This is an optimization exercise on Yosys and OpenROAD, whose aim is small area and few clock cycles, not a production implementation. The RTL was checked by simulation tests, not by an equivalence proof against the original design. No activity file was given, so power comes from the tool's default toggle rates.

### flow/run.sh
#!/bin/bash
# synth_recipe.tcl (not shown) runs the flow's synth.tcl, then flattens the netlist and writes it again
# the make line also repeats each setting of config.mk as NAME=value (left out here)
make -C /OpenROAD-flow-scripts/flow DESIGN_CONFIG=/design/flow/config.mk WORK_HOME=/design/flow/orfs CLKGATE_MAP_FILE= SYNTH_SCRIPT=/design/flow/synth_recipe.tcl finish
### flow/config.mk
export PLATFORM = sky130hd
export DESIGN_NAME = amg_core
export DESIGN_NICKNAME = amg_core
export VERILOG_FILES = /design/flow/design.v
export SDC_FILE = /design/flow/constraint.sdc
export NUM_CORES = 4
export LEC_CHECK = 0
export CAP_MARGIN = 20
export CORE_MARGIN = 2
export CORE_UTILIZATION = 40
export PLACE_DENSITY = 0.6
export SLEW_MARGIN = 20
### flow/constraint.sdc
create_clock -name core_clock -period 10.0 [get_ports {clk}]
set_input_delay 2.0000 -clock core_clock [delete_from_list [all_inputs] [get_ports {clk}]]
set_output_delay 2.0000 -clock core_clock [all_outputs]
set_load 0.01 [all_outputs]
### flow/design.v
module amg_tickconv (
    input  wire        clk,
    input  wire        rst,
    input  wire        start,    
    input  wire [9:0]  ns,
    input  wire [31:0] rate,
    output reg         done,     
    output wire [41:0] q
);
    localparam [30:0] BILLION = 31'd1000000000;
    reg [41:0] dvd;      
    reg [30:0] rem;
    reg [5:0]  cnt;
    reg        run;
    wire [30:0] rem_sh  = {rem[29:0], dvd[41]};
    wire        sub_ok  = (rem_sh >= BILLION);
    assign q = dvd;
    always @(posedge clk) begin
        if (rst) begin
            run  <= 1'b0;
            done <= 1'b0;
        end else begin
            done <= 1'b0;
            if (start) begin
                dvd <= ns * rate;
                rem <= 31'd0;
                cnt <= 6'd42;
                run <= 1'b1;
            end else if (run) begin
                rem <= sub_ok ? (rem_sh - BILLION) : rem_sh;
                dvd <= {dvd[40:0], sub_ok};
                cnt <= cnt - 6'd1;
                if (cnt == 6'd1) begin
                    run  <= 1'b0;
                    done <= 1'b1;
                end
            end
        end
    end
endmodule
module amg_encoder #(
    parameter integer N        = 64,
    parameter integer DUR_BITS = 15,
    parameter integer T0H_NS   = 350,
    parameter integer T0L_NS   = 800,
    parameter integer T1H_NS   = 700,
    parameter integer T1L_NS   = 600
) (
    input  wire                  clk,
    input  wire                  rst,
    input  wire                  start,       
    input  wire [31:0]           tick_rate,
    output wire                  busy,
    output wire                  fail,        
    output wire [3:0]            fail_code,
    output wire [$clog2(N)-1:0]  pix_idx,
    input  wire [23:0]           pix,
    output wire                  edge_valid,
    input  wire                  edge_ready,
    output wire [DUR_BITS:0]     edge_data,
    output wire                  edge_last,
    input  wire                  resp_valid,
    input  wire                  resp_err
);
    localparam integer PW      = $clog2(N);
    localparam [41:0]  DUR_MAX = (42'd1 << DUR_BITS) - 42'd1;
    localparam [2:0] S_IDLE  = 3'd0,
                     S_CONV  = 3'd1,
                     S_CHECK = 3'd2,
                     S_EMIT  = 3'd3,
                     S_WAIT  = 3'd4;
    reg [2:0]  state;
    reg [31:0] rate;
    reg [1:0]  cidx;                  
    reg        conv_start;
    reg        bad;                   
    reg [DUR_BITS-1:0] t0h, t0l, t1h, t1l;
    reg [PW-1:0] p;
    reg [4:0]    b;
    reg          ph;                  
    wire        conv_done;
    wire [41:0] conv_q;
    reg  [9:0]  conv_ns;
    always @(*) begin
        case (cidx)
            2'd0:    conv_ns = T0H_NS[9:0];
            2'd1:    conv_ns = T0L_NS[9:0];
            2'd2:    conv_ns = T1H_NS[9:0];
            default: conv_ns = T1L_NS[9:0];
        endcase
    end
    amg_tickconv u_conv (
        .clk   (clk),
        .rst   (rst),
        .start (conv_start),
        .ns    (conv_ns),
        .rate  (rate),
        .done  (conv_done),
        .q     (conv_q)
    );
    wire conv_bad = (conv_q == 42'd0) || (conv_q > DUR_MAX);
    wire [23:0] grb = {pix[15:8], pix[23:16], pix[7:0]};
    wire        bitv = grb[b];
    wire [DUR_BITS-1:0] dur = ph ? (bitv ? t1l : t0l) : (bitv ? t1h : t0h);
    wire fail_rate  = (state == S_IDLE)  && start && (tick_rate == 32'd0);
    wire fail_range = (state == S_CHECK) && bad;
    wire fail_tx    = (state == S_WAIT)  && resp_valid && resp_err;
    assign fail      = fail_rate || fail_range || fail_tx;
    assign fail_code = fail_rate  ? 4'd1 :       
                       fail_range ? 4'd2 :       
                                    4'd3;        
    assign pix_idx    = p;
    assign busy       = (state != S_IDLE);
    assign edge_valid = (state == S_EMIT);
    assign edge_data  = {~ph, dur};
    assign edge_last  = (p == N - 1) && (b == 5'd0) && ph;
    always @(posedge clk) begin
        if (rst) begin
            state      <= S_IDLE;
            conv_start <= 1'b0;
        end else begin
            conv_start <= 1'b0;
            case (state)
                S_IDLE: begin
                    if (start) begin
                        rate <= tick_rate;
                        if (tick_rate != 32'd0) begin
                            state      <= S_CONV;
                            cidx       <= 2'd0;
                            bad        <= 1'b0;
                            conv_start <= 1'b1;
                        end
                    end
                end
                S_CONV: begin
                    if (conv_done) begin
                        case (cidx)
                            2'd0: t0h <= conv_q[DUR_BITS-1:0];
                            2'd1: t0l <= conv_q[DUR_BITS-1:0];
                            2'd2: t1h <= conv_q[DUR_BITS-1:0];
                            default: t1l <= conv_q[DUR_BITS-1:0];
                        endcase
                        if (conv_bad)
                            bad <= 1'b1;
                        if (cidx == 2'd3) begin
                            state <= S_CHECK;
                        end else begin
                            cidx       <= cidx + 2'd1;
                            conv_start <= 1'b1;
                        end
                    end
                end
                S_CHECK: begin
                    if (bad) begin
                        state <= S_IDLE;
                    end else begin
                        state <= S_EMIT;
                        p     <= {PW{1'b0}};
                        b     <= 5'd23;
                        ph    <= 1'b0;
                    end
                end
                S_EMIT: begin
                    if (edge_ready) begin
                        if (!ph) begin
                            ph <= 1'b1;
                        end else begin
                            ph <= 1'b0;
                            if (b != 5'd0) begin
                                b <= b - 5'd1;
                            end else begin
                                b <= 5'd23;
                                p <= p + 1'b1;
                                if (p == N - 1)
                                    state <= S_WAIT;
                            end
                        end
                    end
                end
                S_WAIT: begin
                    if (resp_valid)
                        state <= S_IDLE;
                end
                default: state <= S_IDLE;
            endcase
        end
    end
endmodule
module amg_core (
    input  wire        clk,
    input  wire        rst,           
    input  wire        bus_req,
    input  wire        bus_we,
    input  wire [18:0] bus_addr,      
    input  wire [31:0] bus_wdata,
    output wire        bus_ack,
    output reg  [31:0] bus_rdata,
    input  wire [31:0] tick_rate,
    output wire        edge_valid,
    input  wire        edge_ready,
    output wire [15:0] edge_data,
    output wire        edge_last,
    input  wire        resp_valid,
    input  wire        resp_err
);
    localparam integer WIDTH  = 5;
    localparam integer HEIGHT = 5;
    localparam integer N      = WIDTH * HEIGHT;
    localparam integer PW     = $clog2(N);
    localparam [7:0]   XC     = WIDTH / 2;
    localparam [7:0]   YC     = HEIGHT / 2;
    localparam [3:0] A_STATUS = 4'h0, A_CMD  = 4'h1, A_CFG   = 4'h2, A_DIR = 4'h3,
                     A_PITCH  = 4'h4, A_ROLL = 4'h5, A_DT    = 4'h6, A_MULT = 4'h7,
                     A_COLOR  = 4'h8, A_XY   = 4'h9, A_POS   = 4'hA, A_FX  = 4'hB,
                     A_FY     = 4'hC;
    localparam [3:0] OP_CLEAR = 4'h1, OP_SETPIX = 4'h2, OP_RENDER = 4'h3, OP_ENCODE = 4'h8;
    localparam [31:0] CFG_VAL = {7'd0, HEIGHT[8:0], 7'd0, WIDTH[8:0]};
    localparam [31:0] DIR_VAL = 32'd8;                        
    localparam [15:0] POS_VAL = {YC, XC};
    localparam [31:0] FX_VAL  = 32'h40000000;                 
    localparam [31:0] FY_VAL  = 32'h40000000;                 
    localparam integer POS_IDX = YC * WIDTH + XC;
    reg        halted;
    reg [3:0]  errcode;
    reg        badcmd, drop;
    reg [31:0] pitch, roll, dt, mult;
    reg [23:0] color;
    reg [15:0] xy;
    reg [23:0] fb [0:N-1];
    wire       busy;
    wire       enc_fail;
    wire [3:0] enc_fail_code;
    wire [PW-1:0] enc_idx;
    assign bus_ack = bus_req;
    wire        wr       = bus_req && bus_we && !halted;
    wire        reg_sel  = (bus_addr[18:6] == 13'd0);
    wire [3:0]  reg_idx  = bus_addr[5:2];
    wire        fb_sel   = bus_addr[18] && (bus_addr[17:2] < N);
    wire [PW-1:0] fb_ridx = bus_addr[PW+1:2];
    wire        cmd_wr   = wr && reg_sel && (reg_idx == A_CMD);
    wire        cmd_rsv  = (bus_wdata[31:4] != 28'd0) || (bus_wdata[3:0] > OP_ENCODE);
    wire        cmd_go   = cmd_wr && !busy && !cmd_rsv;
    wire [3:0]  op       = bus_wdata[3:0];
    wire        do_clear  = cmd_go && (op == OP_CLEAR);
    wire        do_setpix = cmd_go && (op == OP_SETPIX);
    wire        do_render = cmd_go && (op == OP_RENDER);
    wire        do_encode = cmd_go && (op == OP_ENCODE);
    wire        set_in_bounds = (xy[7:0] < WIDTH) && (xy[15:8] < HEIGHT);
    wire [15:0] set_idx = xy[15:8] * WIDTH + xy[7:0];
    wire [31:0] status = {24'd0, errcode, drop, badcmd, halted, busy};
    always @(*) begin
        bus_rdata = 32'd0;
        if (reg_sel) begin
            case (reg_idx)
                A_STATUS: bus_rdata = status;
                A_CFG:    bus_rdata = CFG_VAL;
                A_DIR:    bus_rdata = DIR_VAL;
                A_PITCH:  bus_rdata = pitch;
                A_ROLL:   bus_rdata = roll;
                A_DT:     bus_rdata = dt;
                A_MULT:   bus_rdata = mult;
                A_COLOR:  bus_rdata = {8'd0, color};
                A_XY:     bus_rdata = {16'd0, xy};
                A_POS:    bus_rdata = {16'd0, POS_VAL};
                A_FX:     bus_rdata = FX_VAL;
                A_FY:     bus_rdata = FY_VAL;
                default:  bus_rdata = 32'd0;
            endcase
        end else if (fb_sel) begin
            bus_rdata = {8'd0, fb[fb_ridx]};
        end
    end
    always @(posedge clk) begin
        if (rst) begin
            halted  <= 1'b0;
            errcode <= 4'd0;
            badcmd  <= 1'b0;
            drop    <= 1'b0;
            pitch   <= 32'h00000000;
            roll    <= 32'h00000000;
            dt      <= 32'h00000000;
            mult    <= 32'h3F800000;
            color   <= 24'd0;
            xy      <= 16'd0;
        end else begin
            if (enc_fail) begin
                halted  <= 1'b1;
                errcode <= enc_fail_code;
            end
            if (wr && reg_sel) begin
                case (reg_idx)
                    A_STATUS: begin
                        if (bus_wdata[2]) badcmd <= 1'b0;
                        if (bus_wdata[3]) drop   <= 1'b0;
                    end
                    A_CMD: begin
                        if (busy)         drop   <= 1'b1;
                        else if (cmd_rsv) badcmd <= 1'b1;
                    end
                    A_PITCH: pitch <= bus_wdata;
                    A_ROLL:  roll  <= bus_wdata;
                    A_DT:    dt    <= bus_wdata;
                    A_MULT:  mult  <= bus_wdata;
                    A_COLOR: color <= bus_wdata[23:0];
                    A_XY:    xy    <= bus_wdata[15:0];
                    default: ;
                endcase
            end
        end
    end
    integer i;
    always @(posedge clk) begin
        if (rst) begin
            for (i = 0; i < N; i = i + 1)
                fb[i] <= 24'd0;
        end else begin
            for (i = 0; i < N; i = i + 1) begin
                if (do_clear || do_render)
                    fb[i] <= 24'd0;
                if (do_render && i == POS_IDX)
                    fb[i] <= color;
                if (do_setpix && set_in_bounds && i == set_idx)
                    fb[i] <= color;
            end
        end
    end
    amg_encoder #(.N(N)) u_enc (
        .clk        (clk),
        .rst        (rst),
        .start      (do_encode),
        .tick_rate  (tick_rate),
        .busy       (busy),
        .fail       (enc_fail),
        .fail_code  (enc_fail_code),
        .pix_idx    (enc_idx),
        .pix        (fb[enc_idx]),
        .edge_valid (edge_valid),
        .edge_ready (edge_ready),
        .edge_data  (edge_data),
        .edge_last  (edge_last),
        .resp_valid (resp_valid),
        .resp_err   (resp_err)
    );
endmodule
==> results.tsv <==
stage	metric	value	unit
die	DIE AREA	0.1375	mm²
setup_path	crit path kind	flop to output port	
timing	Rel. slew slack	0.09154	
timing	endpoints failing hold	0	
layout	most frequent cells in the layout	nand2_1, dfxtp_1, nand3_1	
timing	Worst-Margin Slew	1.358	ns
global_routing	vias in the first global route	48112	
pwr	pwr dens	152.1	mW/mm²
detailed_routing	Routed Antenna Nets	0	
layout	commonest non-fill, non-tap cell in the layout	nand2_1	
logic_synthesis	Unique masters post-synth	83	
die	Die Ht	370.8	µm
setup_path	worst path required time	8.00	ns
logic_synthesis	warnings from Yosys	5	
detailed_routing	wire length per cell	30.80	µm
detailed_routing	DRT Pass-1 Iters	11	
timing	Setup TNS Final	0	ns
placed_design	final RePlAce weighted congestion	0.9925	
detailed_routing	drt drc	0	
layout	Filler Cells Inserted	12841	
logic_synthesis	Avg Inst Size Synth	8.826	µm²
layout	register area	0.02112	mm²
logic_synthesis	post-synthesis sequential area ratio	0.3925	
logic_synthesis	synthesized instance count	6097	
setup_path	Arrival @ worst endpoint	7.24	ns
timing	RSZ-0062 raised after global routing	false	
global_routing	largest net degree at the start of global routing	206	
timing	Final period util	0.9242	
cts	Worst-path clk slew	0.06	ns
detailed_routing	via count	52044	
placed_design	hpwl dp	144.6	mm
die	Row Count	134	
cts	Root Buffer	clkbuf_16	
pwr	Worst VDD drop	0.1266	mV
logic_synthesis	post-synthesis cell area	0.05381	mm²
cts	total CTS buffers	105	
setup_path	worst-path fanout max	16	
logic_synthesis	EDFF count, synth	184	
timing	Setup Viol. Count Final	0	
cts	clk latency of the worst-skew pair	0.77	ns
timing	Tmin final	9.242	ns
cts	post-CTS sizing	0	
die	Core Footprint	0.1335	mm²
placed_design	port bufs	138	
layout	footprint of the multi-input gates	0.03013	mm²
die	I/O pin cnt	141	
logic_synthesis	Post-synth top flop	dfxtp_1	
cts	Max Root-Sink Buffers	3	
outcome	status	timing/DRC/antenna clean	
cts	Hold Buf Count CTS	0	
detailed_routing	DR vias/cell	6.651	
layout	share of cells above drive strength 1	0.08933	
timing	max-slew violation count	0	
logic_synthesis	largest area contributor in the netlist	dfxtp_1	
global_routing	initial antenna violation count	19	
setup_path	CP startpoint kind	flop	
pwr	Tot Pwr	9.199	mW
min_path	Hold Crit Class	flop to flop	
detailed_routing	DRT iter0 DRCs	8840	
global_routing	Congestion Overflow GR	0	
timing	Worst Skew	0.05022	ns
logic_synthesis	dominant cells by area after synthesis	dfxtp_1, edfxtp_1, fa_1	
logic_synthesis	Async SR Flop Fraction	0	
flow_run	Max Cap Viol	0	
layout	final core occ	0.4532	
cts	CTS tree	built	
layout	Final nets	6397	
logic_synthesis	Post-Syn Nets	6535	
die	Starting Density	0.4032	
cts	H-Tree Depth	3	
cts	Clock Sinks	963	
setup_path	Worst Setup End Kind	output port	
cts	postcts setup bufs	0	
global_routing	Total GRT Usage	0.3399	
logic_synthesis	Synth top area share	0.2898	
logic_synthesis	#FFs+latches synth	963	
die	Die Span X	370.8	µm
detailed_routing	final wirelength	241.0	mm
global_routing	first-pass GRT wire length	342.4	mm
pwr	P_leak	20.51	nW
layout	area grow syn2layout	12.40	%
timing	highest clock rate	108.2	MHz
## worst max-delay path: stages (launching register included)
cell             delay, ns
edfxtp_1              0.45
inv_1                 0.12
ha_1                  0.89
nor4bb_4              1.16
buf_12                0.30
a22o_1                0.15
a221oi_1              0.07
nand4_1               0.24
o32ai_1               0.12
o21ai_1               0.81
nor3_1                0.10
or4_1                 0.83
a221oi_1              0.62
clkdlybuf4s50_1       0.63
## where the power goes
part	leakage, nW	switching, mW	internal (mW)
Clock	1.81	1.76	2.47
Combinational	10.8	0.599	0.401
Sequential	7.93	0.00903	3.96
Total	20.5	2.36	6.83
## layout make-up
type	count	area share
flip-flops and latches	963	0.3492
multi-input cells	4445	0.4980
repair buffers	310	0.04571
well taps	1768	0.03657
inverters	134	0.008315
clock buffers	146	0.05051
diodes	12	0.0004964
clock inverters	47	0.01113
## worst paths after layout
check / slack [ns] / to / startpoint / cells after the start
worst min-delay path: 0.45 / pitch[12] / pitch[12] / 2
worst max-delay path: 0.76 / edge_data[13] / u_enc.p[0] / 13
worst max register to register: 2.33 / u_enc.u_conv.dvd[40] / u_enc.cidx[0] / 27
worst min register to register: 0.45 / pitch[12] / pitch[12] / 2
## cells in the mapped netlist (14+ instances only)
cell type	number
a2111oi_0	14
a211oi_1	31
a21oi_1	571
a221oi_1	165
a222oi_1	34
a22o_1	126
a22oi_1	242
and2_1	160
and3_1	23
buf_1	54
buf_2	121
buf_4	18
buf_6	18
clkbuf_1	343
dfxtp_1	779
edfxtp_1	184
fa_1	217
ha_1	131
inv_1	133
mux2_2	65
mux2i_1	39
nand2_1	819
nand2b_1	53
nand3_1	654
nand4_1	71
nor2_1	132
nor2b_1	130
nor3_1	51
nor3b_1	22
nor4_1	38
o21ai_0	351
o22ai_1	39
xnor2_1	36
xor2_1	22
## registers in the layout, indices dropped and copies added (netlist names), 15 cells and up
signal / count
color: 24
dt: 32
fb: 600
mult: 32
pitch: 32
roll: 32
u_enc.rate: 32
u_enc.t0h: 15
u_enc.t0l: 15
u_enc.t1h: 15
u_enc.t1l: 15
u_enc.u_conv.dvd: 42
u_enc.u_conv.rem: 30
xy: 16
## metal layers
layer | vias up | GRT usage | share of wire
met4 | 24 | 0.2015 | 0.078
met1 | 24887 | 0.4403 | 0.38
met3 | 1247 | 0.1347 | 0.15
li1 | 21847 | - | -
met2 | 4039 | 0.4740 | 0.40
met5 | - | 0.001399 | 0.00068
## kinds of logic after synthesis
group | after synthesis | share of synthesized area
fa+ha+maj | 348 | 0.1112
simple gates | 2232 | 0.2041
compound gates | 1697 | 0.2050
mux | 110 | 0.02316
xor+xnor | 58 | 0.009440
flops | 963 | 0.3925
buf+inv | 689 | 0.05466
## stage by stage
step,instances,hold slack (ns),instance area (µm²),worst slack [ns]
after CTS,7812,0.4517,60420,0.8931
after detailed placement,7619,0.4434,56690,1.396
after floorplan,6097,0.4312,53810,3.465
after global routing,7814,0.4612,60460,0.8994
after global placement,7619,0.4373,56680,1.446
final,7825,0.4501,60490,0.7579
Testbench counts, summed over its fixed seeds: cycles 88,998.

what the ideal ports hide:
No port has a modelled driver above. Below, the same layout with a new extraction and two added sets of constraints.
Step 1 assumes that a clkbuf_16 drives the clock port and a buf_2 every other input.
Step 2, shift: input delay + t, output delay - t, t = (earliest + latest rising clock arrival at the registers) / 2. This alone moves slack from input paths to output paths.
Slacks: ideal ports / drivers / drivers and shift; pairs: ideal ports / drivers.
shift t [ns]: 0.804
setup slack, ns: 0.758 / 0.683 / 0.693
latest minus earliest clock arrival (ns): 0.082 / 0.081
After both steps this run still meets setup and hold. For this run, drivers alone change the setup slack by -0.075 ns; drivers and shift together by -0.065 ns.
